Context: an optimization exercise on an open-source flow, tuned for small area. The choices shown serve that exercise and are no tape-out recipe. Only simulation tests tie the RTL to the original design; equivalence was not proved. Power figures rest on the tool's default switching activity, not on a simulated workload.

--- flow/config.mk ---
export PLATFORM = sky130hd
export DESIGN_NAME = kbd_scan_react
export DESIGN_NICKNAME = kbd_scan_react
export VERILOG_FILES = /design/flow/design.v
export SDC_FILE = /design/flow/constraint.sdc
export NUM_CORES = 8
export LEC_CHECK = 0
export CAP_MARGIN = 20
export CORE_MARGIN = 2
export CORE_UTILIZATION = 60
export PLACE_DENSITY = 0.75
export SLEW_MARGIN = 20
--- flow/constraint.sdc ---
create_clock -name core_clock -period 14.0 [get_ports {clk}]
set_input_delay 2.8000 -clock core_clock [delete_from_list [all_inputs] [get_ports {clk}]]
set_output_delay 2.8000 -clock core_clock [all_outputs]
set_load 0.01 [all_outputs]
--- flow/design.v ---
module kbd_scan_react (
    input  wire        clk,
    input  wire        rst,
    input  wire        cmd_valid,
    input  wire [7:0]  cmd,
    output wire        cmd_ready,
    output wire [7:0]  row_n,
    input  wire [7:0]  col_n,
    input  wire [31:0] rnd_data,
    output wire        rnd_take,
    output wire [17:0] ev,
    output wire        led_valid,
    output wire [23:0] led_data,
    output wire        draw_valid,
    output wire [1:0]  draw_sprite,
    output wire [2:0]  fault
);
    localparam [3:0] S_IDLE = 4'd0,  S_INIT = 4'd1,  S_SCAN = 4'd2,  S_DB   = 4'd3,
                     S_EP   = 4'd4,  S_LKM  = 4'd5,  S_KS   = 4'd6,  S_LT   = 4'd7,
                     S_LU   = 4'd8,  S_L0   = 4'd9,  S_L1   = 4'd10, S_LF   = 4'd11,
                     S_LM   = 4'd12, S_DT   = 4'd13;
    reg [3:0]  st;
    reg        run;       
    reg        h;         
    reg        t;         
    reg [5:0]  p;         
    reg        q_hi;      
    reg [2:0]  q_lo;
    reg [1:0]  mode;
    reg        c_hi;      
    reg [2:0]  c_lo;
    reg        seeded;
    reg        scanned;   
    reg        fresh;     
    reg        ftype;     
    reg        lz;
    reg [1:0]  sprite;
    reg        dz;
    reg        dv;
    reg        ev_v, ev_k;
    reg [2:0]  ev_r, ev_c;
    reg [1:0]  flt;       
    reg [63:0]  r_b, r_c0, r_c1, r_c2, r_c3;
    reg [155:0] lr;
    reg [31:0]  dr;
    reg [7:0]   lc;
    wire halted  = |flt;
    wire p_last  = (p == 6'd63);
    wire p_half  = (p[4:0] == 5'd31);
    wire q_last  = q_hi && (q_lo == 3'd5);
    wire accept  = cmd_valid && (st == S_IDLE) && p_last;
    wire       hb = r_b[0];
    wire [3:0] hc = {r_c3[0], r_c2[0], r_c1[0], r_c0[0]};
    wire       evk = (hc == 4'd15);
    wire       sel_rot = (p[3] == h);
    wire       hs = scanned & ~col_n[p[2:0]];    
    wire       db_on = h && (p[3] == t);         
    reg        nb;
    reg [3:0]  nc;
    reg        pop_now;
    always @* begin
        nb = hb; nc = hc;
        pop_now = 1'b0;
        case (st)
        S_INIT: begin nb = 1'b0; nc = 4'd0; end
        S_DB:   if (db_on) begin
                    if (hs == hb) nc = 4'd0;
                    else if (hc == 4'd14) begin nb = hs; nc = 4'd15; end
                    else nc = hc + 4'd1;
                end
        S_EP:   if (sel_rot && evk && !ev_v) begin nc = 4'd0; pop_now = 1'b1; end
        default: ;
        endcase
    end
    wire [4:0] lf_  = lr[4:0];
    wire [7:0] pw   = lr[12:5];
    wire [7:0] tsrc = lr[155:148];    
    wire       rg0  = pw < 8'd85;
    wire       rg1  = !rg0 && pw < 8'd170;
    wire       rg2  = !rg0 && !rg1;
    wire [7:0] x3   = pw + {pw[6:0], 1'b0} + {6'd0, rg2, rg1};
    wire [7:0] va   = ftype ? (pw[0] ? 8'd128 : 8'd255) : x3;
    wire [7:0] vb   = ftype ? 8'd255 : ~x3;
    wire [8:0] f10  = {lf_, 3'b000} + {3'b000, lf_, 1'b0};
    wire [9:0] da   = {2'b00, va} - {1'b0, f10};
    wire [9:0] db   = {2'b00, vb} - {1'b0, f10};
    wire [7:0] sa   = da[9] ? 8'd0 : da[7:0];
    wire [7:0] sb   = db[9] ? 8'd0 : db[7:0];
    reg  [7:0] cr, cg, cb;
    always @* begin
        if (ftype)    begin cr = sa;   cg = sa;   cb = sb;   end
        else if (rg0) begin cr = sb;   cg = 8'd0; cb = sa;   end
        else if (rg1) begin cr = 8'd0; cg = sa;   cb = sb;   end
        else          begin cr = sa;   cg = sb;   cb = 8'd0; end
    end
    wire dim = pw[0] ? (lf_[4] | lf_[3] | lf_[2] | (lf_[1] & lf_[0])) : lf_[4];
    wire       at_j   = (q_hi == c_hi) && (q_lo == c_lo);
    wire       at_tw  = (q_hi != c_hi) && (q_lo == c_lo);
    wire [4:0] f_inc  = (&lf_) ? lf_ : lf_ + 5'd1;
    wire       q0     = !q_hi && (q_lo == 3'd0);
    wire       rbow   = (mode == 2'd0);
    reg  [4:0] delta;
    always @* begin
        if (!rbow || (q0 && !seeded)) delta = 5'd1;
        else if (!seeded)             delta = 5'd0;
        else if (q0)                  delta = 5'd23;
        else if (q_lo == 3'd0 || q_lo == 3'd3) delta = 5'd22;
        else                          delta = 5'd21;
    end
    wire [7:0] src_up = (fresh && (!rbow || q0)) ? 8'd0 : tsrc + {3'd0, delta};
    wire [7:0] flash  = {7'd0, rnd_data[0]};
    reg [12:0] lin;
    reg        take_led;
    always @* begin
        lin = lr[12:0];
        take_led = 1'b0;
        case (st)
        S_INIT: lin = {pw, 5'd31};
        S_LM:   if (run) lin = {pw, 5'd31};
        S_LU:   if (run) begin
                    if (rbow) lin = {src_up, 5'd0};
                    else if (mode == 2'd1) begin
                        if (h && at_j && dim) begin
                            lin = {flash, 5'd1};
                            take_led = 1'b1;
                        end else lin = {pw, f_inc};
                    end else begin
                        if (at_j || (mode[0] && at_tw)) lin = {src_up, 5'd1};
                        else lin = {pw, f_inc};
                    end
                end
        S_KS:   if (at_j) begin
                    if (mode == 2'd1) begin
                        lin = {flash, 5'd0};
                        take_led = 1'b1;
                    end else lin = {src_up, 5'd0};
                end
        default: ;
        endcase
    end
    wire       rbit = rnd_data[~p[4:0]];
    wire [3:0] m5x  = {c_lo, rbit};
    reg  [2:0] m5n;
    always @* begin
        case (m5x)
        4'd0, 4'd5:  m5n = 3'd0;
        4'd1, 4'd6:  m5n = 3'd1;
        4'd2, 4'd7:  m5n = 3'd2;
        4'd3, 4'd8:  m5n = 3'd3;
        4'd4, 4'd9:  m5n = 3'd4;
        default:     m5n = 3'bxxx;
        endcase
    end
    wire [2:0] m3x  = {c_lo[1:0], rbit};          
    wire [1:0] m3n  = (m3x >= 3'd3) ? m3x[1:0] - 2'd3 : m3x[1:0];
    reg  [3:0] jx;
    always @* begin
        case ({m3n, rnd_data[1:0]})
        4'b00_00: jx = 4'h0;  4'b01_01: jx = 4'h1;  4'b10_10: jx = 4'h2;
        4'b00_11: jx = 4'h3;  4'b01_00: jx = 4'h4;  4'b10_01: jx = 4'h5;
        4'b00_10: jx = 4'h8;  4'b01_11: jx = 4'h9;  4'b10_00: jx = 4'ha;
        4'b00_01: jx = 4'hb;  4'b01_10: jx = 4'hc;  4'b10_11: jx = 4'hd;
        default:  jx = 4'bxxxx;
        endcase
    end
    wire       dbit = dz ? 1'b0 : dr[0];
    wire       dsum = dbit ^ h;
    wire [31:0] k400 = 32'd400;
    wire       deq  = t && (dsum == k400[p[4:0]]);
    wire       lbit = lz ? 1'b0 : lc[0];
    wire       lsum = lbit ^ h;
    wire [7:0] kk   = (mode == 2'd3) ? 8'd100 : 8'd10;
    wire       leq  = t && (lsum == kk[p[2:0]]);
    wire       lt_on = (p[5:3] == 3'd0);
    wire m12_on = (st == S_LKM || st == S_L1);
    assign cmd_ready   = (st == S_IDLE) && p_last;
    assign rnd_take    = (m12_on && p == 6'd31) || (st == S_L0 && p_last) || take_led;
    assign ev          = {ev_v, ev_k, 5'd0, ev_r, 5'd0, ev_c};
    assign fault       = {flt, 1'b0};
    assign draw_valid  = dv;
    assign draw_sprite = sprite;
    assign led_valid   = (st == S_LF) && run;
    assign led_data    = {cg, cr, cb};
    wire   row_on      = (st == S_SCAN) ? sel_rot : (st == S_DB) && db_on;
    wire [2:0] row_idx = {(st == S_SCAN) ? h : t, p[5:4]};
    assign row_n       = ~({7'd0, row_on} << row_idx);
    wire       cn_wrap = (c_lo == 3'd5);
    wire [1:0] sp_tog  = (sprite == 2'd1) ? 2'd2 : 2'd1;
    always @(posedge clk) begin
        r_b  <= {nb,    r_b[63:1]};
        r_c0 <= {nc[0], r_c0[63:1]};
        r_c1 <= {nc[1], r_c1[63:1]};
        r_c2 <= {nc[2], r_c2[63:1]};
        r_c3 <= {nc[3], r_c3[63:1]};
        lr   <= {lin, lr[155:13]};
        dr   <= {(st == S_DT) ? dsum : dr[0], dr[31:1]};
        lc   <= {(st == S_LT && lt_on) ? lsum : lc[0], lc[7:1]};
    end
    task led_key;
        begin
            if (mode == 2'd1) begin
                c_lo <= 3'd0;
                st   <= S_LKM;
            end else if (mode == 2'd2) begin
                c_lo <= cn_wrap ? 3'd0 : c_lo + 3'd1;
                c_hi <= c_hi ^ cn_wrap;
                st   <= S_KS;
            end else
                st <= S_IDLE;
        end
    endtask
    always @(posedge clk) begin
        if (rst) begin
            st <= S_INIT; run <= 1'b0; h <= 1'b0; t <= 1'b0;
            p <= 6'd0; q_hi <= 1'b0; q_lo <= 3'd0;
            mode <= 2'd0; c_hi <= 1'b0; c_lo <= 3'd0; lz <= 1'b1;
            seeded <= 1'b0; scanned <= 1'b0; fresh <= 1'b1; ftype <= 1'b0;
            sprite <= 2'd0; dz <= 1'b1; dv <= 1'b0;
            ev_v <= 1'b0; ev_k <= 1'b0; ev_r <= 3'd0; ev_c <= 3'd0; flt <= 2'd0;
        end else begin
            p  <= p + 6'd1;
            q_lo <= (q_lo == 3'd5) ? 3'd0 : q_lo + 3'd1;
            if (q_lo == 3'd5) q_hi <= !q_hi;
            dv <= 1'b0;
            case (st)
            S_INIT: if (p_last) st <= S_IDLE;
            S_IDLE: if (accept && !halted) begin
                run <= 1'b0;
                h   <= 1'b0;
                t   <= 1'b0;
                case (cmd)
                8'h10: begin scanned <= 1'b1; st <= S_SCAN; end
                8'h20: st <= S_DB;
                8'h21: begin ev_v <= 1'b0; st <= S_EP; end
                8'h30: begin h <= 1'b1; t <= 1'b1; st <= S_LT; end
                8'h31: led_key;
                8'h32: st <= S_LF;
                8'h34, 8'h35, 8'h36, 8'h37: begin
                    mode <= cmd[1:0]; lz <= 1'b1; c_hi <= 1'b0; c_lo <= 3'd0; fresh <= 1'b1;
                    if (cmd[1:0] == 2'd0) seeded <= 1'b1;
                    else begin ftype <= (cmd[1:0] == 2'd1); st <= S_LM; end
                end
                8'h40: begin h <= 1'b1; t <= 1'b1; st <= S_DT; end
                8'h41: begin sprite <= sp_tog; dz <= 1'b1; dv <= 1'b1; end
                default: flt[0] <= 1'b1;
                endcase
            end
            S_SCAN: if (p_last) begin
                h <= 1'b1;
                if (h) st <= S_IDLE;
            end
            S_DB: begin
                if (!h && evk) t <= 1'b1;
                if (p_last) begin
                    h <= 1'b1;
                    if (!h) begin
                        if (t || evk) begin flt[1] <= 1'b1; st <= S_IDLE; end
                        else t <= 1'b0;
                    end else if (!t) t <= 1'b1;
                    else st <= S_IDLE;
                end
            end
            S_EP: begin
                if (!ev_v) begin
                    if (p_last && h && !pop_now) begin
                        ev_k <= 1'b0; ev_r <= 3'd0; ev_c <= 3'd0;
                    end else begin
                        ev_k <= hb; ev_r <= {p[3], p[5:4]}; ev_c <= p[2:0];
                    end
                end
                if (pop_now) ev_v <= 1'b1;
                if (p_last) begin
                    h <= 1'b1;
                    if (h) begin
                        if (pop_now ? hb : (ev_v && ev_k)) begin
                            sprite <= sp_tog; dz <= 1'b1; dv <= 1'b1;
                            led_key;
                        end else st <= S_IDLE;
                    end
                end
            end
            S_LT: begin
                if (lt_on) begin
                    h <= lbit & h;
                    t <= leq;
                end
                if (p == 6'd7) begin
                    lz <= leq;
                    if (!leq) st <= S_IDLE;
                    else if (mode == 2'd1) begin
                        c_lo <= 3'd0; st <= S_L0;
                    end else begin
                        if (mode[1]) begin
                            c_lo <= cn_wrap ? 3'd0 : c_lo + 3'd1;
                            c_hi <= c_hi ^ cn_wrap;
                        end
                        st <= S_LU;
                    end
                end
            end
            S_L0: if (p[5]) begin
                c_lo <= m5n;
                if (p_last) begin
                    st <= S_LU;
                    if (m5n == 3'd0 && rnd_data[1:0] == 2'd0) begin
                        c_hi <= 1'b0; c_lo <= 3'd0; st <= S_L1;
                    end else h <= 1'b0;
                end
            end
            S_LKM, S_L1: begin
                c_lo[1:0] <= m3n;
                if (p == 6'd31) begin
                    c_hi <= jx[3]; c_lo <= jx[2:0];
                    h  <= 1'b1;
                    st <= (st == S_LKM) ? S_KS : S_LU;
                end
            end
            S_KS: if (at_j) begin
                fresh <= 1'b0; st <= S_IDLE;
            end
            S_LU, S_LF, S_LM: begin
                if (q_last) begin
                    run <= 1'b1;
                    if (run) begin
                        run <= 1'b0; st <= S_IDLE;
                        if (st == S_LU) begin
                            if (mode != 2'd1) fresh <= 1'b0;
                            if (rbow) ftype <= 1'b0;
                        end
                    end
                end
            end
            S_DT: begin
                h <= dbit & h;
                t <= deq;
                if (p_half) begin
                    dz <= 1'b0; st <= S_IDLE;
                    if (deq) begin sprite <= 2'd0; dv <= 1'b1; end
                end
            end
            default: st <= S_IDLE;
            endcase
        end
    end
endmodule
--- flow/flow/run.sh ---
#!/bin/bash
# Layout flow: the standard synthesis, then an area-oriented re-mapping of
# its combinational logic (flip-flops untouched, equivalence proven with Yosys;
# the standard netlist is used if anything fails), then the standard layout
# steps with these changes: port buffers use buf_1, and clock tree synthesis
# uses clkbuf_8 with smaller sink clusters and no dummy loads.
set -euo pipefail
HERE=$(pwd)
R=$HERE/orfs/results/$FLOW_PLATFORM/kbd_scan_react/base
LIB=$FLOW_HOME/platforms/$FLOW_PLATFORM/lib/sky130_fd_sc_hd__tt_025C_1v80.lib
YOSYS=$FLOW_HOME/../tools/install/yosys/bin/yosys
[ -x "$YOSYS" ] || YOSYS=yosys
export CTS_ARGS="-sink_clustering_enable -repair_clock_nets -dont_use_dummy_load -buf_list sky130_fd_sc_hd__clkbuf_8 -sink_clustering_size 20 -sink_clustering_max_diameter 50"
export BUFFER_PORTS_ARGS="-buffer_cell sky130_fd_sc_hd__buf_1"

bash standard.sh synth > standard_synth.log 2>&1
cp "$R/1_2_yosys.v" "$HERE/std_1_2_yosys.v"

DU=$(sed -n '/^export DONT_USE_CELLS/,/^#/p' "$FLOW_HOME/platforms/$FLOW_PLATFORM/config.mk" \
     | grep -o 'sky130_fd_sc_hd__[a-z0-9_]*' | sed 's/^/-dont_use /' | tr '\n' ' ')
sed -e "s#@LIB@#$LIB#g" -e "s#@IN@#$HERE/std_1_2_yosys.v#" -e "s#@OUT@#$HERE/resynth.v#" \
    -e "s#@ABC@#$HERE/flow/area.abc#" -e "s#@TOP@#$FLOW_TOP#g" -e "s#@DONTUSE@#$DU#" \
    -e "s#@STAT@#$HERE/resynth_stat.txt#" flow/resynth.ys > resynth.ys
sed -e "s#@LIB@#$LIB#g" -e "s#@GOLD@#$HERE/std_1_2_yosys.v#" -e "s#@GATE@#$HERE/resynth.v#" \
    -e "s#@TOP@#$FLOW_TOP#g" flow/equiv.ys > equiv.ys
sed -e "s#@LIB@#$LIB#g" -e "s#@GATE@#$HERE/resynth.v#" -e "s#@TOP@#$FLOW_TOP#g" flow/check.ys > check.ys
if "$YOSYS" -q -l resynth.log resynth.ys > /dev/null 2>&1 && \
   "$YOSYS" -q -l check.log check.ys > /dev/null 2>&1 && \
   "$YOSYS" -q -l equiv.log equiv.ys > /dev/null 2>&1; then
  cp "$HERE/resynth.v" "$R/1_2_yosys.v"
  rm -f "$R/1_synth.odb" "$R/1_synth.sdc"
  echo "using the re-mapped netlist" > netlist_choice.txt
else
  echo "re-mapping failed; using the standard netlist" > netlist_choice.txt
fi

bash standard.sh > standard.log 2>&1
--- flow/flow/area.abc ---
strash
&get -n
&deepsyn -J 1000 -T 900
&put
dch -f
amap
strash
dch -f
amap
topo
--- flow/flow/check.ys ---
# The re-mapped netlist holds only library cells, each pin driven once.
read_liberty -lib @LIB@
read_verilog @GATE@
hierarchy -check -top @TOP@
check -assert -mapped
--- flow/flow/equiv.ys ---
# Prove the re-mapped netlist equivalent to the standard synthesis.
read_liberty -ignore_miss_func @LIB@
read_verilog @GOLD@
rename @TOP@ gold
read_verilog @GATE@
rename @TOP@ gate
flatten gold gate
opt_clean
equiv_make gold gate equiv
hierarchy -top equiv
equiv_simple
equiv_induct
equiv_status -assert
--- flow/flow/resynth.ys ---
# Re-map the combinational logic of the standard synthesis for area. The
# flip-flops are kept as black boxes, so each keeps its name and cell type.
read_liberty -ignore_miss_func @LIB@
blackbox sky130_fd_sc_hd__df* sky130_fd_sc_hd__sdf* sky130_fd_sc_hd__edf* sky130_fd_sc_hd__dl* sky130_fd_sc_hd__conb_1
read_verilog @IN@
hierarchy -top @TOP@
flatten
opt -purge
abc -liberty @LIB@ @DONTUSE@ -script @ABC@
opt_clean -purge
setundef -zero
hilomap -singleton -hicell sky130_fd_sc_hd__conb_1 HI -locell sky130_fd_sc_hd__conb_1 LO
insbuf -buf sky130_fd_sc_hd__buf_4 A X
splitnets
opt_clean -purge

tee -o @STAT@ stat -liberty @LIB@
write_verilog -noattr -nohex -nodec @OUT@
--- flow/standard.sh ---
#!/bin/bash
# synth_recipe.tcl (not shown) runs the flow's synth.tcl, then flattens the netlist and writes it again
# the make line also repeats each setting of config.mk as NAME=value (left out here)
make -C /OpenROAD-flow-scripts/flow DESIGN_CONFIG=/design/flow/config.mk WORK_HOME=/design/flow/orfs CLKGATE_MAP_FILE= SYNTH_SCRIPT=/design/flow/synth_recipe.tcl "${@:-finish}"
==> flow_metrics.tcl, run 1 <==
set metrics [dict create \
    fin_area_um2 15800 \
    skew_ns 0.0675 \
    p_switching_mw 0.456 \
    antenna_found_initial 0 \
    grt_pass1_wl_mm 41.6 \
    fp.dieW_um 160 \
    grt_pass1_vias 8262 \
    post-cts-setup-buffers 0 \
    finalCritPeriodShare_pct 61.3 \
    multi_input_area_um2 2880 \
    place_congestion 0.912 \
    place_area_um2 15200 \
    rows 57 \
    critPathLaunchType "flip-flop" \
    clk_pin_slew_ns 0.11 \
    drive_gt1_share_pct 2.87 \
    area_growth_pct 8.00 \
    grt_usage_pct 20.2 \
    synth_cells 1237 \
    htreeDepth 2 \
    tightest_slew_ns 0.936 \
    final_nets 1414 \
    fp.dieH_um 160 \
    power.density_nw_per_um2 146 \
    drt_wl_total_mm 25.5 \
    routedWlPerCell_um 15.2 \
    fmax_mhz 116 \
    hold_viol_final 0 \
    cts_sinks 558 \
    hold_class "reg -> reg" \
    antenna_cells 0 \
    slew_headroom_pct 37.0 \
    port_buffers 98 \
    grt_max_degree 29 \
    slew_violations 0 \
    cpMostUsedCell "nor2_1" \
    cts_tree "done" \
    slowest_stage "o21ai_0" \
    peakVddDrop_v 0.000119 \
    via_count 8625 \
    setup_viol 0 \
    end_kind "primary output" \
    cts_max_path_buffers 3 \
    sequentialPowerShare_pct 69.1 \
    initial_utilization_pct 60.6 \
    max_stage_delay_ns 0.41 \
    drc_errors 0 \
    n_fill_cell 1898 \
    seq_area_um2 11200 \
    status "complete, no violations" \
    intPower_mw 1.85 \
    overflow 0 \
    p_clk_share_pct 29.1 \
    clk_latency_ns 0.56 \
    core_um2 24100 \
    yosysWarnings 1 \
    dpl.hpwl_mm 17.8 \
    critical_path_required_ns 11.20 \
    p_leak_nw 5.93 \
    drtIter0Drc 595 \
    tns_ns 0 \
    sw_frac_of_total_pct 19.8 \
    critPathMaxFanout 8 \
    cts_hold_buffers 0 \
    dieArea_um2 25600 \
    cts_buffers 38 \
    pin_count 110 \
    cp.arrival_ns 5.79 \
    max_cap_violations 0 \
    netlist_area_um2 14600 \
    rsz0062_at_grt "no" \
    share_comb_of_total_power_pct 1.8 \
    syn_area_per_cell_um2 11.8 \
    drtPass1Iterations 6 \
    root_buffer "clkbuf_8" \
    via_per_inst 5.12 \
    worstSetupPathType "reg -> out" \
    ant_nets 0 \
    fin_crit_ns 8.59 \
    cts_resized 0 \
]
==> worst max-delay path: cells and delay by family, from the launching register on <==
kind | cells | cell delay, ns
simple gates | 13 | 1.50
flops | 1 | 0.40
buf+inv | 6 | 1.07
compound gates | 11 | 2.31
==> flip-flops by register name (all words and copies together) (netlist names), 2 cells and up <==
| register | count |
|---|---|
| lr | 156 |
| r_b | 64 |
| r_c0 | 64 |
| r_c1 | 64 |
| r_c2 | 64 |
| r_c3 | 64 |
| dr | 32 |
| lc | 8 |
| p | 6 |
| st | 4 |
| c_lo | 3 |
| ev_c | 3 |
| ev_r | 3 |
| q_lo | 3 |
| flt | 2 |
| mode | 2 |
| sprite | 2 |
==> power by group through the flow <==
stage                     logic, mW  registers [mW]  clock network (mW)
after floorplan              0.0283            1.63                   0
after global placement       0.0405            1.63                   0
after detailed placement     0.0409            1.63                   0
after CTS                    0.0411            1.59               0.698
after global routing         0.0468            1.60               0.756
final                        0.0418            1.59               0.672
==> area by class of cell <==
type                            instances  area share (%)
Tap cell                              324            2.57
Inverter                              111            2.64
Timing Repair Buffer                   99            2.38
Multi-Input combinational cell        555            18.3
Clock buffer                           38            3.32
Sequential cell                       558            70.8
==> per-stage QoR <==
stage                     hold WS (ns)  util [%]  total power, mW  std cells  worst slack, ns
after floorplan                  0.310         -             1.66       1247             7.10
after global placement           0.310      63.3             1.67       1647             6.43
after detailed placement         0.312      63.3             1.67       1647             6.11
after CTS                        0.255      65.4             2.33       1685             5.46
after global routing             0.241      65.4             2.40       1685             4.75
final                            0.265      65.4             2.31       1685             5.42
==> cell usage in the layout (no fill, tap or decap), types with 9 or more instances in the layout <==
cell / count
dfxtp_1: 558
nor2_1: 169
clkinv_1: 111
buf_1: 98
o21ai_0: 57
a21oi_1: 51
nand2_1: 49
o22ai_1: 40
clkbuf_8: 38
nor3_1: 26
nand3_1: 21
a211oi_1: 14
conb_1: 11
and3_1: 10
a221oi_1: 9
a31oi_1: 9
o21a_1: 9
o32ai_1: 9
==> path summary, 6_finish.rpt <==
check,from,slack [ns],end,depth (start not counted)
setup / recovery,lr[7],5.42,led_data[2],30
hold / removal,r_b[21],0.26,r_b[20],0
setup reg to reg,p[0],8.71,st[2],21
hold reg to reg,r_b[21],0.26,r_b[20],0
==> metal layers <==
layer	share of wire (%)	wire, µm	vias to the layer above	GRT usage, %
met5	0	0	-	0
met4	2.7	692	0	6.96
met3	6.0	1520	60	3.61
met2	42	10800	280	31.2
met1	49	12500	3927	29.1
li1	-	-	4358	-
==> run 2: changes to the inputs <==
--- a/flow/design.v
+++ b/flow/design.v
@@ -33,5 +33,7 @@
     reg        scanned;   
     reg        fresh;     
-    reg        ftype;     
+    reg [1:0]  dmode;     
+    reg        sd;        
+    reg [7:0]  ph;        
     reg        lz;
     reg [1:0]  sprite;
@@ -42,5 +44,5 @@
     reg [1:0]  flt;       
     reg [63:0]  r_b, r_c0, r_c1, r_c2, r_c3;
-    reg [155:0] lr;
+    reg [71:0]  lr;
     reg [31:0]  dr;
     reg [7:0]   lc;
@@ -74,12 +76,27 @@
     end
     wire [4:0] lf_  = lr[4:0];
-    wire [7:0] pw   = lr[12:5];
-    wire [7:0] tsrc = lr[155:148];    
+    wire       lfl  = lr[5];
+    wire       flsh = (dmode == 2'd1);
+    wire [3:0] dlx  = {1'b0, c_lo} - {1'b0, q_lo};
+    wire [2:0] dl   = dlx[3] ? dlx[2:0] + 3'd6 : dlx[2:0];
+    wire       dh   = c_hi ^ q_hi ^ dlx[3];
+    wire [3:0] cdist = (dmode == 2'd2 && dh) ? {1'b0, dl} + 4'd6 : {1'b0, dl};
+    reg [7:0] seed;
+    always @* begin
+        case ({q_hi, q_lo})
+        4'h0: seed = 8'd0;    4'h1: seed = 8'd21;   4'h2: seed = 8'd42;
+        4'h3: seed = 8'd64;   4'h4: seed = 8'd85;   4'h5: seed = 8'd106;
+        4'h8: seed = 8'd128;  4'h9: seed = 8'd149;  4'ha: seed = 8'd170;
+        4'hb: seed = 8'd192;  4'hc: seed = 8'd213;  default: seed = 8'd234;
+        endcase
+    end
+    wire [7:0] kofs = (dmode == 2'd0) ? (sd ? seed : 8'd0) : {4'hf, ~cdist};
+    wire [7:0] pw   = ph + kofs;
     wire       rg0  = pw < 8'd85;
     wire       rg1  = !rg0 && pw < 8'd170;
     wire       rg2  = !rg0 && !rg1;
     wire [7:0] x3   = pw + {pw[6:0], 1'b0} + {6'd0, rg2, rg1};
-    wire [7:0] va   = ftype ? (pw[0] ? 8'd128 : 8'd255) : x3;
-    wire [7:0] vb   = ftype ? 8'd255 : ~x3;
+    wire [7:0] va   = flsh ? (lfl ? 8'd128 : 8'd255) : x3;
+    wire [7:0] vb   = flsh ? 8'd255 : ~x3;
     wire [8:0] f10  = {lf_, 3'b000} + {3'b000, lf_, 1'b0};
     wire [9:0] da   = {2'b00, va} - {1'b0, f10};
@@ -89,50 +106,39 @@
     reg  [7:0] cr, cg, cb;
     always @* begin
-        if (ftype)    begin cr = sa;   cg = sa;   cb = sb;   end
+        if (flsh)     begin cr = sa;   cg = sa;   cb = sb;   end
         else if (rg0) begin cr = sb;   cg = 8'd0; cb = sa;   end
         else if (rg1) begin cr = 8'd0; cg = sa;   cb = sb;   end
         else          begin cr = sa;   cg = sb;   cb = 8'd0; end
     end
-    wire dim = pw[0] ? (lf_[4] | lf_[3] | lf_[2] | (lf_[1] & lf_[0])) : lf_[4];
+    wire dim = lfl ? (lf_[4] | lf_[3] | lf_[2] | (lf_[1] & lf_[0])) : lf_[4];
     wire       at_j   = (q_hi == c_hi) && (q_lo == c_lo);
     wire       at_tw  = (q_hi != c_hi) && (q_lo == c_lo);
     wire [4:0] f_inc  = (&lf_) ? lf_ : lf_ + 5'd1;
-    wire       q0     = !q_hi && (q_lo == 3'd0);
     wire       rbow   = (mode == 2'd0);
-    reg  [4:0] delta;
-    always @* begin
-        if (!rbow || (q0 && !seeded)) delta = 5'd1;
-        else if (!seeded)             delta = 5'd0;
-        else if (q0)                  delta = 5'd23;
-        else if (q_lo == 3'd0 || q_lo == 3'd3) delta = 5'd22;
-        else                          delta = 5'd21;
-    end
-    wire [7:0] src_up = (fresh && (!rbow || q0)) ? 8'd0 : tsrc + {3'd0, delta};
-    wire [7:0] flash  = {7'd0, rnd_data[0]};
-    reg [12:0] lin;
+    reg  [5:0] lin;
     reg        take_led;
     always @* begin
-        lin = lr[12:0];
+        lin = lr[5:0];
         take_led = 1'b0;
         case (st)
-        S_INIT: lin = {pw, 5'd31};
-        S_LM:   if (run) lin = {pw, 5'd31};
+        S_INIT: lin = {lfl, 5'd31};
+        S_LM:   if (run) lin = {lfl, 5'd31};
         S_LU:   if (run) begin
-                    if (rbow) lin = {src_up, 5'd0};
+                    if (rbow) lin = {lfl, 5'd0};
                     else if (mode == 2'd1) begin
                         if (h && at_j && dim) begin
-                            lin = {flash, 5'd1};
+                            lin = {rnd_data[0], 5'd1};
                             take_led = 1'b1;
-                        end else lin = {pw, f_inc};
+                        end else lin = {lfl, f_inc};
                     end else begin
-                        if (at_j || (mode[0] && at_tw)) lin = {src_up, 5'd1};
-                        else lin = {pw, f_inc};
+                        if (at_j || (mode[0] && at_tw)) lin = {lfl, 5'd1};
+                        else lin = {lfl, f_inc};
                     end
                 end
         S_KS:   if (at_j) begin
                     if (mode == 2'd1) begin
-                        lin = {flash, 5'd0};
+                        lin = {rnd_data[0], 5'd0};
                         take_led = 1'b1;
-                    end else lin = {src_up, 5'd0};
+                    end else lin = {lfl, 5'd0};
                 end
         default: ;
@@ -193,5 +199,5 @@
         r_c2 <= {nc[2], r_c2[63:1]};
         r_c3 <= {nc[3], r_c3[63:1]};
-        lr   <= {lin, lr[155:13]};
+        lr   <= {lin, lr[71:6]};
         dr   <= {(st == S_DT) ? dsum : dr[0], dr[31:1]};
         lc   <= {(st == S_LT && lt_on) ? lsum : lc[0], lc[7:1]};
@@ -215,5 +221,5 @@
             p <= 6'd0; q_hi <= 1'b0; q_lo <= 3'd0;
             mode <= 2'd0; c_hi <= 1'b0; c_lo <= 3'd0; lz <= 1'b1;
-            seeded <= 1'b0; scanned <= 1'b0; fresh <= 1'b1; ftype <= 1'b0;
+            seeded <= 1'b0; scanned <= 1'b0; fresh <= 1'b1; dmode <= 2'd0; sd <= 1'b0; ph <= 8'd0;
             sprite <= 2'd0; dz <= 1'b1; dv <= 1'b0;
             ev_v <= 1'b0; ev_k <= 1'b0; ev_r <= 3'd0; ev_c <= 3'd0; flt <= 2'd0;
@@ -237,7 +243,10 @@
                 8'h32: st <= S_LF;
                 8'h34, 8'h35, 8'h36, 8'h37: begin
-                    mode <= cmd[1:0]; lz <= 1'b1; c_hi <= 1'b0; c_lo <= 3'd0; fresh <= 1'b1;
-                    if (cmd[1:0] == 2'd0) seeded <= 1'b1;
-                    else begin ftype <= (cmd[1:0] == 2'd1); st <= S_LM; end
+                    mode <= cmd[1:0]; lz <= 1'b1;
+                    if (cmd[1:0] == 2'd0) begin seeded <= 1'b1; fresh <= 1'b1; end
+                    else begin
+                        c_hi <= 1'b0; c_lo <= 3'd0; ph <= 8'd0;
+                        dmode <= cmd[1:0]; st <= S_LM;
+                    end
                 end
                 8'h40: begin h <= 1'b1; t <= 1'b1; st <= S_DT; end
@@ -317,5 +326,6 @@
             end
             S_KS: if (at_j) begin
-                fresh <= 1'b0; st <= S_IDLE;
+                if (mode == 2'd2) ph <= ph + 8'd1;
+                st <= S_IDLE;
             end
             S_LU, S_LF, S_LM: begin
@@ -325,6 +335,9 @@
                         run <= 1'b0; st <= S_IDLE;
                         if (st == S_LU) begin
-                            if (mode != 2'd1) fresh <= 1'b0;
-                            if (rbow) ftype <= 1'b0;
+                            if (rbow) begin
+                                fresh <= 1'b0; dmode <= 2'd0;
+                                if (fresh) begin ph <= 8'd0; sd <= seeded; end
+                                else ph <= ph + 8'd1;
+                            end else if (mode[1]) ph <= ph + 8'd1;
                         end
                     end
==> flow_metrics.tcl, run 2 <==
set metrics [dict create \
    status "complete, no violations" \
    drtIter0Drc 549 \
    cpMostUsedCell "nor2_1" \
    via_count 8609 \
    final_nets 1423 \
    end_kind "primary output" \
    grt_usage_pct 21.2 \
    tns_ns 0 \
    drc_errors 0 \
    area_growth_pct 8.13 \
    routedWlPerCell_um 15.0 \
    finalCritPeriodShare_pct 75.0 \
    critPathLaunchType "flip-flop" \
    drt_wl_total_mm 24.8 \
    worstSetupPathType "reg -> out" \
    pin_count 110 \
    largest_reg_flops 72 \
    p_leak_nw 5.37 \
    slew_violations 0 \
    drive_gt1_share_pct 2.70 \
    root_buffer "clkbuf_8" \
    via_per_inst 5.21 \
    post-cts-setup-buffers 0 \
    initial_utilization_pct 61.3 \
    final_cell_mix "dfxtp_1 (484), nor2_1 (210), clkinv_1 (116)" \
    cts_tree "done" \
    syn_area_per_cell_um2 10.8 \
    grt_pass1_wl_mm 40.9 \
    power.density_nw_per_um2 141 \
    yosysWarnings 1 \
    max_stage_delay_ns 0.42 \
    reg2reg_slack_ns 9.46 \
    slowest_stage "dfxtp_1" \
    core_um2 21900 \
    regMostFlops "lr" \
    setup_viol 0 \
    grt_max_degree 25 \
    critPathMaxFanout 6 \
    skew_ns 0.0903 \
    antenna_found_initial 0 \
    dpl.hpwl_mm 17.5 \
    cts_sinks 484 \
    tightest_slew_ns 1.02 \
    rows 54 \
    hold_viol_final 0 \
    max_cap_violations 0 \
    slew_headroom_pct 31.0 \
    drtPass1Iterations 5 \
    clk_latency_ns 0.56 \
    htreeDepth 2 \
    peakVddDrop_v 0.000122 \
    place_congestion 0.946 \
    fmax_mhz 95.3 \
    critical_path_required_ns 11.20 \
    hold_class "reg -> reg" \
    netlist_area_um2 13400 \
    worst_hold_slack_ns 0.235 \
    cts_hold_buffers 0 \
    port_buffers 98 \
    overflow 0 \
    fin_crit_ns 10.50 \
    cts_max_path_buffers 3 \
    total_power_mw 2.04 \
    final_common_cell "dfxtp_1" \
    rsz0062_at_grt "no" \
    synth_cells 1248 \
    ant_nets 0 \
    cts_resized 0 \
    dieArea_um2 23600 \
    clk_pin_slew_ns 0.11 \
    fp.dieW_um 154 \
    cp.arrival_ns 7.70 \
    grt_pass1_vias 8202 \
    fp.dieH_um 154 \
    cts_buffers 36 \
]
==> run 2: worst paths after layout <==
path	from	end	depth (start not counted)
setup / recovery	q_lo[1]	led_data[2]	43
hold / removal	lr[31]	lr[25]	0
setup reg to reg	p[0]	ph[3]	15
hold reg to reg	lr[31]	lr[25]	0
==> run 2: power by group <==
part / internal, mW / total [mW] / leakage, nW / switching, mW
Combinational: 0.0111 / 0.0351 / 1.20 / 0.0240
Sequential: 1.39 / 1.39 / 3.91 / 0.00440
Clock: 0.232 / 0.610 / 0.259 / 0.378
Total: 1.63 / 2.04 / 5.37 / 0.407
==> run 2: cell type report <==
type	instances	area, µm²
antenna	2	5.00
clock buffer	36	495
fill	1732	7380
inverter	116	435
multi-input combinational	635	3160
sequential	484	9690
tap	280	350
timing repair buffer	99	375
==> run 2: stage by stage <==
| step | instance area [µm²] | std cells | util [%] | setup slack, ns |
|---|---|---|---|---|
| final | 14500 | 1652 | 66.3 | 3.50 |
| after floorplan | 13500 | 1258 | - | 5.19 |
| after CTS | 14500 | 1650 | 66.3 | 3.66 |
| after detailed placement | 14000 | 1614 | 64.0 | 4.26 |
| after global placement | 14000 | 1614 | 64.0 | 4.58 |
| after global routing | 14500 | 1650 | 66.3 | 2.52 |
==> run 2: routing by layer <==
| metal | up-vias | share of wire [%] | wire [µm] | GRT usage (%) |
|---|---|---|---|---|
| li1 | 4392 | - | - | - |
| met1 | 3930 | 48 | 11900 | 30.4 |
| met2 | 232 | 44 | 10900 | 32.7 |
| met3 | 55 | 6.2 | 1540 | 4.43 |
| met4 | 0 | 2.2 | 536 | 6.86 |
| met5 | - | 0 | 0 | 0 |
==> run 2: worst max-delay path: cells and delay by family, from the launching register on <==
family,cells,cell delay (ns)
AO/OA/AOI/OAI,19,3.69
buffers and inverters,4,0.70
flip-flops,1,0.42
AND/OR/NAND/NOR,20,2.34
==> run 3: changes to the inputs <==
--- a/flow/design.v
+++ b/flow/design.v
@@ -31,5 +31,4 @@
     reg [2:0]  c_lo;
     reg        seeded;
-    reg        scanned;   
     reg        fresh;     
     reg [1:0]  dmode;     
@@ -43,5 +42,5 @@
     reg [2:0]  ev_r, ev_c;
     reg [1:0]  flt;       
-    reg [63:0]  r_b, r_c0, r_c1, r_c2, r_c3;
+    reg [63:0]  r_s, r_b, r_c0, r_c1, r_c2, r_c3;
     reg [71:0]  lr;
     reg [31:0]  dr;
@@ -52,19 +51,20 @@
     wire q_last  = q_hi && (q_lo == 3'd5);
     wire accept  = cmd_valid && (st == S_IDLE) && p_last;
+    wire       hs = r_s[0];
     wire       hb = r_b[0];
     wire [3:0] hc = {r_c3[0], r_c2[0], r_c1[0], r_c0[0]};
     wire       evk = (hc == 4'd15);
     wire       sel_rot = (p[3] == h);
-    wire       hs = scanned & ~col_n[p[2:0]];    
-    wire       db_on = h && (p[3] == t);         
-    reg        nb;
+    wire       smp = ~col_n[p[2:0]];
+    reg        ns, nb;
     reg [3:0]  nc;
     reg        pop_now;
     always @* begin
-        nb = hb; nc = hc;
+        ns = hs; nb = hb; nc = hc;
         pop_now = 1'b0;
         case (st)
-        S_INIT: begin nb = 1'b0; nc = 4'd0; end
-        S_DB:   if (db_on) begin
+        S_INIT: begin ns = 1'b0; nb = 1'b0; nc = 4'd0; end
+        S_SCAN: if (sel_rot) ns = smp;
+        S_DB:   if (h) begin
                     if (hs == hb) nc = 4'd0;
                     else if (hc == 4'd14) begin nb = hs; nc = 4'd15; end
@@ -188,10 +188,11 @@
     assign led_valid   = (st == S_LF) && run;
     assign led_data    = {cg, cr, cb};
-    wire   row_on      = (st == S_SCAN) ? sel_rot : (st == S_DB) && db_on;
-    wire [2:0] row_idx = {(st == S_SCAN) ? h : t, p[5:4]};
+    wire   row_on      = (st == S_SCAN) && sel_rot;
+    wire [2:0] row_idx = {h, p[5:4]};
     assign row_n       = ~({7'd0, row_on} << row_idx);
     wire       cn_wrap = (c_lo == 3'd5);
     wire [1:0] sp_tog  = (sprite == 2'd1) ? 2'd2 : 2'd1;
     always @(posedge clk) begin
+        r_s  <= {ns,    r_s[63:1]};
         r_b  <= {nb,    r_b[63:1]};
         r_c0 <= {nc[0], r_c0[63:1]};
@@ -221,5 +222,5 @@
             p <= 6'd0; q_hi <= 1'b0; q_lo <= 3'd0;
             mode <= 2'd0; c_hi <= 1'b0; c_lo <= 3'd0; lz <= 1'b1;
-            seeded <= 1'b0; scanned <= 1'b0; fresh <= 1'b1; dmode <= 2'd0; sd <= 1'b0; ph <= 8'd0;
+            seeded <= 1'b0; fresh <= 1'b1; dmode <= 2'd0; sd <= 1'b0; ph <= 8'd0;
             sprite <= 2'd0; dz <= 1'b1; dv <= 1'b0;
             ev_v <= 1'b0; ev_k <= 1'b0; ev_r <= 3'd0; ev_c <= 3'd0; flt <= 2'd0;
@@ -236,5 +237,5 @@
                 t   <= 1'b0;
                 case (cmd)
-                8'h10: begin scanned <= 1'b1; st <= S_SCAN; end
+                8'h10: st <= S_SCAN;
                 8'h20: st <= S_DB;
                 8'h21: begin ev_v <= 1'b0; st <= S_EP; end
@@ -260,12 +261,9 @@
             end
             S_DB: begin
-                if (!h && evk) t <= 1'b1;
+                if (evk) t <= 1'b1;
                 if (p_last) begin
                     h <= 1'b1;
-                    if (!h) begin
-                        if (t || evk) begin flt[1] <= 1'b1; st <= S_IDLE; end
-                        else t <= 1'b0;
-                    end else if (!t) t <= 1'b1;
-                    else st <= S_IDLE;
+                    if (h) st <= S_IDLE;
+                    else if (t || evk) begin flt[1] <= 1'b1; st <= S_IDLE; end
                 end
             end
==> flow_metrics.tcl, run 3 <==
set metrics [dict create \
    dpl.hpwl_mm 18.4 \
    worstSetupPathType "reg -> out" \
    p_leak_nw 5.88 \
    regMostFlops "lr" \
    area_growth_pct 7.95 \
    grt_pass1_vias 8594 \
    skew_ns 0.0821 \
    initial_utilization_pct 60.8 \
    finalCritPeriodShare_pct 76.7 \
    drt_wl_total_mm 26.4 \
    synth_cells 1299 \
    rr_endpoint "ph[7]" \
    end_kind "primary output" \
    slew_headroom_pct 32.8 \
    drtIter0Drc 687 \
    place_congestion 0.931 \
    drc_errors 0 \
    cts_sinks 547 \
    reg2reg_slack_ns 8.43 \
    overflow 0 \
    critPathLaunchType "flip-flop" \
    p_switching_mw 0.450 \
    slowest_stage "or2_0" \
    n_fill_cell 1856 \
    final_cell_mix "dfxtp_1 (547), nor2_1 (203), clkinv_1 (121)" \
    cp-endpoint "led_data[16]" \
    core_um2 24200 \
    routedWlPerCell_um 15.1 \
    clk_latency_ns 0.56 \
    htreeDepth 2 \
    intPower_mw 1.84 \
    setup_viol 0 \
    largest_reg_flops 72 \
    cts_resized 0 \
    cts_hold_buffers 0 \
    antenna_found_initial 0 \
    fmax_mhz 93.1 \
    fp.dieH_um 161 \
    dieArea_um2 25800 \
    hold_class "reg -> reg" \
    peakVddDrop_v 0.000120 \
    critical_path_required_ns 11.20 \
    r2r-start "p[0]" \
    startpoint "c_lo[1]" \
    place_area_um2 15300 \
    clk_pin_slew_ns 0.11 \
    max_cap_violations 0 \
    fin_crit_ns 10.74 \
    antenna_cells 0 \
    seq_area_um2 11000 \
    port_buffers 98 \
    status "complete, no violations" \
    grt_max_degree 32 \
    final_common_cell "dfxtp_1" \
    post-cts-setup-buffers 0 \
    rows 57 \
    share_comb_of_total_power_pct 1.6 \
    cts_buffers 38 \
    via_per_inst 5.13 \
    cts_tree "done" \
    cpMostUsedCell "o21ai_0" \
    sw_frac_of_total_pct 19.7 \
    multi_input_area_um2 3160 \
    fin_area_um2 15900 \
    netlist_area_um2 14700 \
    drive_gt1_share_pct 2.74 \
    worstRegToRegCells 23 \
    yosysWarnings 1 \
    pin_count 110 \
    p_clk_share_pct 29.0 \
    slew_violations 0 \
    tightest_slew_ns 0.998 \
    drtPass1Iterations 9 \
    critPathMaxFanout 7 \
    rsz0062_at_grt "no" \
    syn_area_per_cell_um2 11.3 \
    cts_max_path_buffers 3 \
    final_nets 1476 \
    grt_pass1_wl_mm 43.4 \
    root_buffer "clkbuf_8" \
    via_count 8964 \
    power.density_nw_per_um2 144 \
    grt_usage_pct 20.8 \
    fp.dieW_um 161 \
    cp.arrival_ns 7.94 \
    sequentialPowerShare_pct 69.4 \
    ant_nets 0 \
    tns_ns 0 \
    max_stage_delay_ns 0.41 \
    hold_viol_final 0 \
]
## run 3: how the worst min path moves through the flow
stage	cells past startpoint	start	slack, ns	to
final	0	r_c1[63]	0.26	r_c1[62]
after global routing	0	dr[2]	0.27	dr[1]
after CTS	0	r_c1[63]	0.27	r_c1[62]
after detailed placement	0	r_b[21]	0.31	r_b[20]
after global placement	0	r_c2[14]	0.31	r_c2[13]
after floorplan	0	dr[1]	0.31	dr[0]
## run 3: metrics by stage
stage               hold WS (ns)  setup slack [ns]  utilization, %  std cells  power (mW)
floorplan                  0.310              5.28               -       1309        1.64
global placement           0.310              4.45            63.5       1709        1.66
detailed placement         0.312              4.10            63.5       1709        1.66
CTS                        0.269              3.45            65.6       1747        2.31
global route               0.271              2.12            65.6       1747        2.37
finish                     0.264              3.26            65.6       1747        2.29
## run 3: layout make-up
| type | instances | share of cell area, % |
|---|---|---|
| Sequential cell | 547 | 69.0 |
| Timing Repair Buffer | 99 | 2.37 |
| Multi-Input combinational cell | 618 | 19.9 |
| Tap cell | 324 | 2.55 |
| Clock buffer | 38 | 3.30 |
| Inverter | 121 | 2.86 |
## run 3: routing by layer
layer  global-route usage (%)  vias up  wire length [µm]
li1                         -     4571                 -
met2                     32.7      245             11500
met3                     3.49       55              1390
met4                     6.27        0               688
met1                     29.9     4093             12800
met5                        0        -                 0
## run 3: power by group through the flow
stage                     clock (mW)  sequential [mW]  combinational [mW]
final                          0.663             1.59              0.0358
after detailed placement           0             1.62              0.0351
after floorplan                    0             1.62              0.0231
after global routing           0.743             1.59              0.0401
after CTS                      0.687             1.59              0.0353
after global placement             0             1.62              0.0343
## run 3: critical path: cells and delay by family (launching register included)
| family | cells | cell delay [ns] |
|---|---|---|
| compound gates | 21 | 3.99 |
| flops | 1 | 0.38 |
| buf+inv | 3 | 0.48 |
| simple gates | 20 | 2.51 |
==> run 4: changes to the inputs <==
--- a/flow/design.v
+++ b/flow/design.v
@@ -78,19 +78,15 @@
     wire       lfl  = lr[5];
     wire       flsh = (dmode == 2'd1);
-    wire [3:0] dlx  = {1'b0, c_lo} - {1'b0, q_lo};
-    wire [2:0] dl   = dlx[3] ? dlx[2:0] + 3'd6 : dlx[2:0];
-    wire       dh   = c_hi ^ q_hi ^ dlx[3];
-    wire [3:0] cdist = (dmode == 2'd2 && dh) ? {1'b0, dl} + 4'd6 : {1'b0, dl};
-    reg [7:0] seed;
+    wire [7:0] pw   = ph;
+    wire       at_j   = (q_hi == c_hi) && (q_lo == c_lo);
+    reg  [7:0] stepv;
     always @* begin
-        case ({q_hi, q_lo})
-        4'h0: seed = 8'd0;    4'h1: seed = 8'd21;   4'h2: seed = 8'd42;
-        4'h3: seed = 8'd64;   4'h4: seed = 8'd85;   4'h5: seed = 8'd106;
-        4'h8: seed = 8'd128;  4'h9: seed = 8'd149;  4'ha: seed = 8'd170;
-        4'hb: seed = 8'd192;  4'hc: seed = 8'd213;  default: seed = 8'd234;
+        case (dmode)
+        2'd0:    stepv = !sd ? 8'd0 : (q_lo == 3'd2 || q_lo == 3'd5) ? 8'd22 : 8'd21;
+        2'd2:    stepv = at_j ? 8'd245 : 8'd1;                   
+        2'd3:    stepv = (q_lo == c_lo) ? 8'd251 : 8'd1;         
+        default: stepv = 8'd0;
         endcase
     end
-    wire [7:0] kofs = (dmode == 2'd0) ? (sd ? seed : 8'd0) : {4'hf, ~cdist};
-    wire [7:0] pw   = ph + kofs;
     wire       rg0  = pw < 8'd85;
     wire       rg1  = !rg0 && pw < 8'd170;
@@ -112,5 +108,4 @@
     end
     wire dim = lfl ? (lf_[4] | lf_[3] | lf_[2] | (lf_[1] & lf_[0])) : lf_[4];
-    wire       at_j   = (q_hi == c_hi) && (q_lo == c_lo);
     wire       at_tw  = (q_hi != c_hi) && (q_lo == c_lo);
     wire [4:0] f_inc  = (&lf_) ? lf_ : lf_ + 5'd1;
@@ -192,5 +187,5 @@
     assign row_n       = ~({7'd0, row_on} << row_idx);
     wire       cn_wrap = (c_lo == 3'd5);
-    wire [1:0] sp_tog  = (sprite == 2'd1) ? 2'd2 : 2'd1;
+    wire [1:0] sp_tog  = {sprite[0], ~sprite[0]};    
     always @(posedge clk) begin
         r_s  <= {ns,    r_s[63:1]};
@@ -211,4 +206,5 @@
             end else if (mode == 2'd2) begin
                 c_lo <= cn_wrap ? 3'd0 : c_lo + 3'd1;
+                ph   <= ph;           
                 c_hi <= c_hi ^ cn_wrap;
                 st   <= S_KS;
@@ -226,4 +222,5 @@
             ev_v <= 1'b0; ev_k <= 1'b0; ev_r <= 3'd0; ev_c <= 3'd0; flt <= 2'd0;
         end else begin
+            ph <= ph + stepv;
             p  <= p + 6'd1;
             q_lo <= (q_lo == 3'd5) ? 3'd0 : q_lo + 3'd1;
@@ -247,5 +244,5 @@
                     if (cmd[1:0] == 2'd0) begin seeded <= 1'b1; fresh <= 1'b1; end
                     else begin
-                        c_hi <= 1'b0; c_lo <= 3'd0; ph <= 8'd0;
+                        c_hi <= 1'b0; c_lo <= 3'd0;
                         dmode <= cmd[1:0]; st <= S_LM;
                     end
@@ -301,4 +298,5 @@
                             c_lo <= cn_wrap ? 3'd0 : c_lo + 3'd1;
                             c_hi <= c_hi ^ cn_wrap;
+                            ph   <= ph;       
                         end
                         st <= S_LU;
@@ -324,5 +322,5 @@
             end
             S_KS: if (at_j) begin
-                if (mode == 2'd2) ph <= ph + 8'd1;
+                if (mode == 2'd2) ph <= ph + stepv + 8'd1;    
                 st <= S_IDLE;
             end
@@ -336,7 +334,8 @@
                                 fresh <= 1'b0; dmode <= 2'd0;
                                 if (fresh) begin ph <= 8'd0; sd <= seeded; end
-                                else ph <= ph + 8'd1;
-                            end else if (mode[1]) ph <= ph + 8'd1;
+                                else ph <= ph + stepv + 8'd1;      
+                            end else if (mode[1]) ph <= ph + stepv + 8'd1;    
                         end
+                        if (st == S_LM) ph <= 8'd255;
                     end
                 end
==> flow/flow/area.abc (replaced) <==
strash
&get -n
&deepsyn -J 100 -T 1200
&put
dch -f
amap
strash
dch -f
amap
topo
==> flow_metrics.tcl, run 4 <==
set metrics [dict create \
    final_nets 1449 \
    place_congestion 0.914 \
    grt_pass1_vias 8396 \
    grt_max_degree 32 \
    final_cell_mix "dfxtp_1 (547), nor2_1 (179), clkinv_1 (107)" \
    slew_violations 0 \
    worstSetupPathType "reg -> out" \
    via_per_inst 5.18 \
    tightest_slew_ns 0.896 \
    drive_gt1_share_pct 2.87 \
    largest_reg_flops 72 \
    post-cts-setup-buffers 0 \
    rsz0062_at_grt "no" \
    grt_usage_pct 20.9 \
    share_comb_of_total_power_pct 1.3 \
    tns_ns 0 \
    synth_cells 1271 \
    dieArea_um2 25600 \
    yosysWarnings 1 \
    setup_viol 0 \
    skew_ns 0.106 \
    fin_util_pct 65.6 \
    area_growth_pct 8.06 \
    netlist_area_um2 14600 \
    peakVddDrop_v 0.000112 \
    cts_sinks 547 \
    final_cells 1721 \
    finalCritPeriodShare_pct 57.5 \
    total_power_mw 2.27 \
    clk_latency_ns 0.57 \
    regMostFlops "lr" \
    hold_class "reg -> reg" \
    clk_pin_slew_ns 0.11 \
    cts_tree "done" \
    fp.dieW_um 160 \
    end_kind "primary output" \
    initial_utilization_pct 60.7 \
    critPathMaxFanout 7 \
    fmax_mhz 124 \
    cp_top_family "compound AO/OA/AOI/OAI gates" \
    max_stage_delay_ns 0.46 \
    dpl.hpwl_mm 18.6 \
    hold_viol_final 0 \
    drt_wl_total_mm 26.7 \
    rows 57 \
    cpMostUsedCell "nor2_1" \
    pin_count 110 \
    critPathLaunchType "flip-flop" \
    cp.arrival_ns 5.25 \
    htreeDepth 2 \
    grt_pass1_wl_mm 43.2 \
    intPower_mw 1.82 \
    core_um2 24100 \
    overflow 0 \
    syn_area_per_cell_um2 11.5 \
    final_common_cell "dfxtp_1" \
    slew_headroom_pct 39.4 \
    cts_max_path_buffers 3 \
    cts_buffers 38 \
    fin_crit_ns 8.05 \
    antenna_found_initial 0 \
    slowest_stage "a211oi_1" \
    cts_hold_buffers 0 \
    root_buffer "clkbuf_8" \
    n_fill_cell 1878 \
    port_buffers 98 \
    fp.dieH_um 160 \
    drtPass1Iterations 5 \
    p_leak_nw 5.90 \
    cts_resized 0 \
    sequentialPowerShare_pct 69.3 \
    dp.cells 1682 \
    p_clk_share_pct 29.4 \
    sw_frac_of_total_pct 19.7 \
    ant_nets 0 \
    max_cap_violations 0 \
    path_buf_inv 3 \
    critical_path_required_ns 11.20 \
    routedWlPerCell_um 15.5 \
    via_count 8920 \
    drc_errors 0 \
    power.density_nw_per_um2 144 \
    status "complete, no violations" \
    p_switching_mw 0.448 \
    drtIter0Drc 721 \
]
## run 4: routing by layer
layer | up-vias | global-route usage, % | share of wire (%)
met1 | 4075 | 31.1 | 49
li1 | 4480 | - | -
met3 | 47 | 4.34 | 6.4
met4 | 0 | 5.28 | 1.9
met2 | 318 | 31.6 | 42
met5 | - | 0 | 0
## run 4: worst paths after layout
kind                  end  startpoint  depth (start not counted)  slack, ns
min              r_c2[31]    r_c2[32]                          0       0.25
min reg2reg      r_c2[31]    r_c2[32]                          0       0.25
max          led_data[18]       ph[4]                         27       5.95
max reg2reg         ph[6]        p[0]                         24       7.75
## run 4: stage by stage
stage          instance area [µm²]  hold WS [ns]  setup slack [ns]
2_1_floorplan                14700         0.310              7.56
3_3_place_gp                 15300         0.310              7.00
3_5_place_dp                 15300         0.312              6.72
4_1_cts                      15800         0.244              6.11
5_1_grt                      15800         0.233              5.32
6_report                     15800         0.253              5.95
## run 4: layout make-up
type | count | area (µm²) | share of cell area [%]
diodes | 1 | 2.50 | 0.0158
clock buffers | 38 | 523 | 3.31
inverters | 107 | 402 | 2.54
multi-input cells | 604 | 3140 | 19.8
flip-flops and latches | 547 | 11000 | 69.3
well taps | 324 | 405 | 2.57
repair buffers | 100 | 383 | 2.42
## run 4: power by group through the flow
stage          Combinational [mW]  Sequential [mW]  Clock (mW)
2_1_floorplan              0.0192             1.61           0
3_3_place_gp               0.0295             1.61           0
3_5_place_dp               0.0300             1.61           0
4_1_cts                    0.0302             1.57       0.690
5_1_grt                    0.0341             1.58       0.746
6_report                   0.0306             1.57       0.668
==> run 5: changes to the inputs <==
--- a/flow/design.v
+++ b/flow/design.v
@@ -31,4 +31,5 @@
     reg [2:0]  c_lo;
     reg        seeded;
+    reg        scanned;   
     reg        fresh;     
     reg [1:0]  dmode;     
@@ -42,5 +43,5 @@
     reg [2:0]  ev_r, ev_c;
     reg [1:0]  flt;       
-    reg [63:0]  r_s, r_b, r_c0, r_c1, r_c2, r_c3;
+    reg [63:0]  r_b, r_c0, r_c1, r_c2, r_c3;
     reg [71:0]  lr;
     reg [31:0]  dr;
@@ -51,20 +52,19 @@
     wire q_last  = q_hi && (q_lo == 3'd5);
     wire accept  = cmd_valid && (st == S_IDLE) && p_last;
-    wire       hs = r_s[0];
     wire       hb = r_b[0];
     wire [3:0] hc = {r_c3[0], r_c2[0], r_c1[0], r_c0[0]};
     wire       evk = (hc == 4'd15);
     wire       sel_rot = (p[3] == h);
-    wire       smp = ~col_n[p[2:0]];
-    reg        ns, nb;
+    wire       hs = scanned & ~col_n[p[2:0]];    
+    wire       db_on = h && (p[3] == t);         
+    reg        nb;
     reg [3:0]  nc;
     reg        pop_now;
     always @* begin
-        ns = hs; nb = hb; nc = hc;
+        nb = hb; nc = hc;
         pop_now = 1'b0;
         case (st)
-        S_INIT: begin ns = 1'b0; nb = 1'b0; nc = 4'd0; end
-        S_SCAN: if (sel_rot) ns = smp;
-        S_DB:   if (h) begin
+        S_INIT: begin nb = 1'b0; nc = 4'd0; end
+        S_DB:   if (db_on) begin
                     if (hs == hb) nc = 4'd0;
                     else if (hc == 4'd14) begin nb = hs; nc = 4'd15; end
@@ -183,11 +183,10 @@
     assign led_valid   = (st == S_LF) && run;
     assign led_data    = {cg, cr, cb};
-    wire   row_on      = (st == S_SCAN) && sel_rot;
-    wire [2:0] row_idx = {h, p[5:4]};
+    wire   row_on      = (st == S_SCAN) ? sel_rot : (st == S_DB) && db_on;
+    wire [2:0] row_idx = {(st == S_SCAN) ? h : t, p[5:4]};
     assign row_n       = ~({7'd0, row_on} << row_idx);
     wire       cn_wrap = (c_lo == 3'd5);
     wire [1:0] sp_tog  = {sprite[0], ~sprite[0]};    
     always @(posedge clk) begin
-        r_s  <= {ns,    r_s[63:1]};
         r_b  <= {nb,    r_b[63:1]};
         r_c0 <= {nc[0], r_c0[63:1]};
@@ -206,6 +205,6 @@
             end else if (mode == 2'd2) begin
                 c_lo <= cn_wrap ? 3'd0 : c_lo + 3'd1;
-                ph   <= ph;           
                 c_hi <= c_hi ^ cn_wrap;
+                ph   <= ph;           
                 st   <= S_KS;
             end else
@@ -218,10 +217,10 @@
             p <= 6'd0; q_hi <= 1'b0; q_lo <= 3'd0;
             mode <= 2'd0; c_hi <= 1'b0; c_lo <= 3'd0; lz <= 1'b1;
-            seeded <= 1'b0; fresh <= 1'b1; dmode <= 2'd0; sd <= 1'b0; ph <= 8'd0;
+            seeded <= 1'b0; scanned <= 1'b0; fresh <= 1'b1; dmode <= 2'd0; sd <= 1'b0; ph <= 8'd0;
             sprite <= 2'd0; dz <= 1'b1; dv <= 1'b0;
             ev_v <= 1'b0; ev_k <= 1'b0; ev_r <= 3'd0; ev_c <= 3'd0; flt <= 2'd0;
         end else begin
-            ph <= ph + stepv;
             p  <= p + 6'd1;
+            ph <= ph + stepv;
             q_lo <= (q_lo == 3'd5) ? 3'd0 : q_lo + 3'd1;
             if (q_lo == 3'd5) q_hi <= !q_hi;
@@ -234,5 +233,5 @@
                 t   <= 1'b0;
                 case (cmd)
-                8'h10: st <= S_SCAN;
+                8'h10: begin scanned <= 1'b1; st <= S_SCAN; end
                 8'h20: st <= S_DB;
                 8'h21: begin ev_v <= 1'b0; st <= S_EP; end
@@ -258,9 +257,12 @@
             end
             S_DB: begin
-                if (evk) t <= 1'b1;
+                if (!h && evk) t <= 1'b1;
                 if (p_last) begin
                     h <= 1'b1;
-                    if (h) st <= S_IDLE;
-                    else if (t || evk) begin flt[1] <= 1'b1; st <= S_IDLE; end
+                    if (!h) begin
+                        if (t || evk) begin flt[1] <= 1'b1; st <= S_IDLE; end
+                        else t <= 1'b0;
+                    end else if (!t) t <= 1'b1;
+                    else st <= S_IDLE;
                 end
             end
==> flow/flow/area.abc (replaced) <==
strash
dch -f
amap
strash
dch -f
amap
topo
==> flow_metrics.tcl, run 5 <==
set metrics [dict create \
    status "complete, no violations" \
    synth_cells 1413 \
    reg2reg_slack_ns 8.88 \
    initial_utilization_pct 61.1 \
    grt_pass1_wl_mm 46.4 \
    largest_reg_flops 72 \
    end_kind "primary output" \
    drive_gt1_share_pct 2.60 \
    rsz0062_at_grt "no" \
    fin_crit_ns 8.67 \
    drc_errors 0 \
    final_nets 1590 \
    rows 56 \
    grt_max_degree 46 \
    core_um2 23500 \
    netlist_area_um2 14300 \
    via_count 10100 \
    worst_hold_slack_ns 0.269 \
    tns_ns 0 \
    cts_tree "done" \
    pin_count 110 \
    whs_path_depth 0 \
    slew_headroom_pct 36.0 \
    fp.dieW_um 159 \
    ant_nets 0 \
    peakVddDrop_v 0.000116 \
    cts_resized 0 \
    fin_util_pct 65.9 \
    cpMostUsedCell "nor2_1" \
    yosysWarnings 1 \
    area_growth_pct 7.94 \
    dpl.hpwl_mm 20.8 \
    worstRegToRegCells 21 \
    worstHoldStart "lr[71]" \
    fmax_mhz 115 \
    p_leak_nw 5.70 \
    hold_class "reg -> reg" \
    drtPass1Iterations 5 \
    regMostFlops "lr" \
    setup_viol 0 \
    holdPathEnd "lr[65]" \
    path_buf_inv 2 \
    antenna_found_initial 0 \
    max_cap_violations 0 \
    power.density_nw_per_um2 179 \
    overflow 0 \
    grt_usage_pct 23.3 \
    cts_hold_buffers 0 \
    clk_latency_ns 0.55 \
    slew_violations 0 \
    dieArea_um2 25100 \
    cts_max_path_buffers 3 \
    cp.arrival_ns 5.87 \
    critPathMaxFanout 9 \
    drt_wl_total_mm 29.1 \
    cp_top_family "compound AO/OA/AOI/OAI gates" \
    critical_path_required_ns 11.20 \
    critPathLaunchType "flip-flop" \
    worstSetupPathType "reg -> out" \
    final_cell_mix "dfxtp_1 (484), nor2_1 (257), clkinv_1 (119)" \
    routedWlPerCell_um 15.7 \
    cts_buffers 34 \
    grt_pass1_vias 9193 \
    hold_viol_final 0 \
    tightest_slew_ns 0.950 \
    syn_area_per_cell_um2 10.1 \
    skew_ns 0.0820 \
    finalCritPeriodShare_pct 61.9 \
    place_congestion 0.945 \
    fp.dieH_um 159 \
    cts_sinks 484 \
    antenna_cells 0 \
    root_buffer "clkbuf_8" \
    post-cts-setup-buffers 0 \
    max_stage_delay_ns 0.63 \
    htreeDepth 2 \
    final_common_cell "dfxtp_1" \
    slowest_stage "o21ai_0" \
    via_per_inst 5.43 \
    clk_pin_slew_ns 0.10 \
    r2r-start "c_lo[0]" \
    port_buffers 98 \
    drtIter0Drc 792 \
    rr_endpoint "ph[5]" \
]
## run 5: how the worst max path moves through the flow
stage / from / to / slack [ns] / cells after the start
CTS: ph[5] / led_data[2] / 5.35 / 25
detailed placement: ph[5] / led_data[2] / 5.93 / 25
finish: ph[5] / led_data[2] / 5.33 / 25
global placement: ph[5] / led_data[1] / 6.15 / 25
global route: ph[5] / led_data[2] / 4.67 / 25
floorplan: ph[5] / led_data[10] / 7.04 / 24
## run 5: stage by stage
stage	instance area [µm²]	setup WS (ns)	total power, mW	instances
4_1_cts	15500	5.35	2.80	1856
2_1_floorplan	14400	7.04	2.08	1423
3_5_place_dp	15000	5.93	2.20	1822
6_report	15500	5.33	2.77	1856
5_1_grt	15500	4.67	2.92	1856
3_3_place_gp	15000	6.15	2.19	1822
## run 5: power breakdown
part / leakage, nW / internal [mW] / total, mW / switching [mW]
Sequential: 4.00 / 1.77 / 1.88 / 0.111
Combinational: 1.45 / 0.0954 / 0.300 / 0.205
Clock: 0.244 / 0.219 / 0.596 / 0.377
Total: 5.70 / 2.08 / 2.77 / 0.692
## run 5: layout make-up
class / instances / area, µm²
well taps: 319 / 399
flip-flops and latches: 484 / 9690
inverters: 119 / 447
clock buffers: 34 / 468
repair buffers: 103 / 407
fillers: 1870 / 8000
multi-input cells: 797 / 4060
## run 5: metal layers
metal / vias to the layer above / wire, µm / GRT usage, %
met4: 0 / 818 / 7.46
met1: 4615 / 13800 / 32.9
met5: - / 0 / 0
met2: 359 / 12600 / 36.9
met3: 56 / 1860 / 3.81
li1: 5054 / - / -
## run 5: worst register-to-register path, stage by stage (launching register included)
cell and delay [ns]:
dfxtp_1 0.50, clkinv_1 0.33, a221oi_1 0.32, o221ai_1 0.27, nor3_1 0.31, clkinv_1 0.19, o21ai_0 0.16, nor2b_1 0.19
nor2_1 0.06, nor2_1 0.12, nand2_1 0.07, o21ai_0 0.15, o21ai_0 0.24, or3_1 0.37, nor2_1 0.17, clkinv_1 0.13
nor2_1 0.29, clkinv_1 0.16, o21ai_0 0.30, nor3_1 0.08, nor4_1 0.41, a211oi_1 0.09

[afterwards: timing with drivers on the ports]
How much do the figures lean on ideal ports? The routed layouts below were timed once more, with nothing changed but the port constraints.
Step 1, drivers: a clkbuf_16 drives clk and a buf_2 each remaining input, both assumed.
Step 2 adds t to the input delays and takes it off the output delays; t is the mean of the earliest and latest rising clock arrival at the registers after step 1. Input paths then give back, and output paths get back, about the clock's delay inside the block.
a / b / c = ideal ports / drivers / drivers and shift; a / b = the first two.
run | t (ns) | setup WS [ns] | clock arrival spread, ns
run 1 | 0.570 | 5.415 / 5.371 / 5.941 | 0.068 / 0.068
run 2 | 0.561 | 3.503 / 3.461 / 4.023 | 0.093 / 0.093
run 3 | 0.558 | 3.263 / 3.221 / 3.779 | 0.082 / 0.083
run 4 | 0.564 | 5.946 / 5.900 / 6.464 | 0.106 / 0.105
run 5 | 0.551 | 5.328 / 5.284 / 5.835 | 0.083 / 0.083
After both steps setup and hold are still met in every run listed.
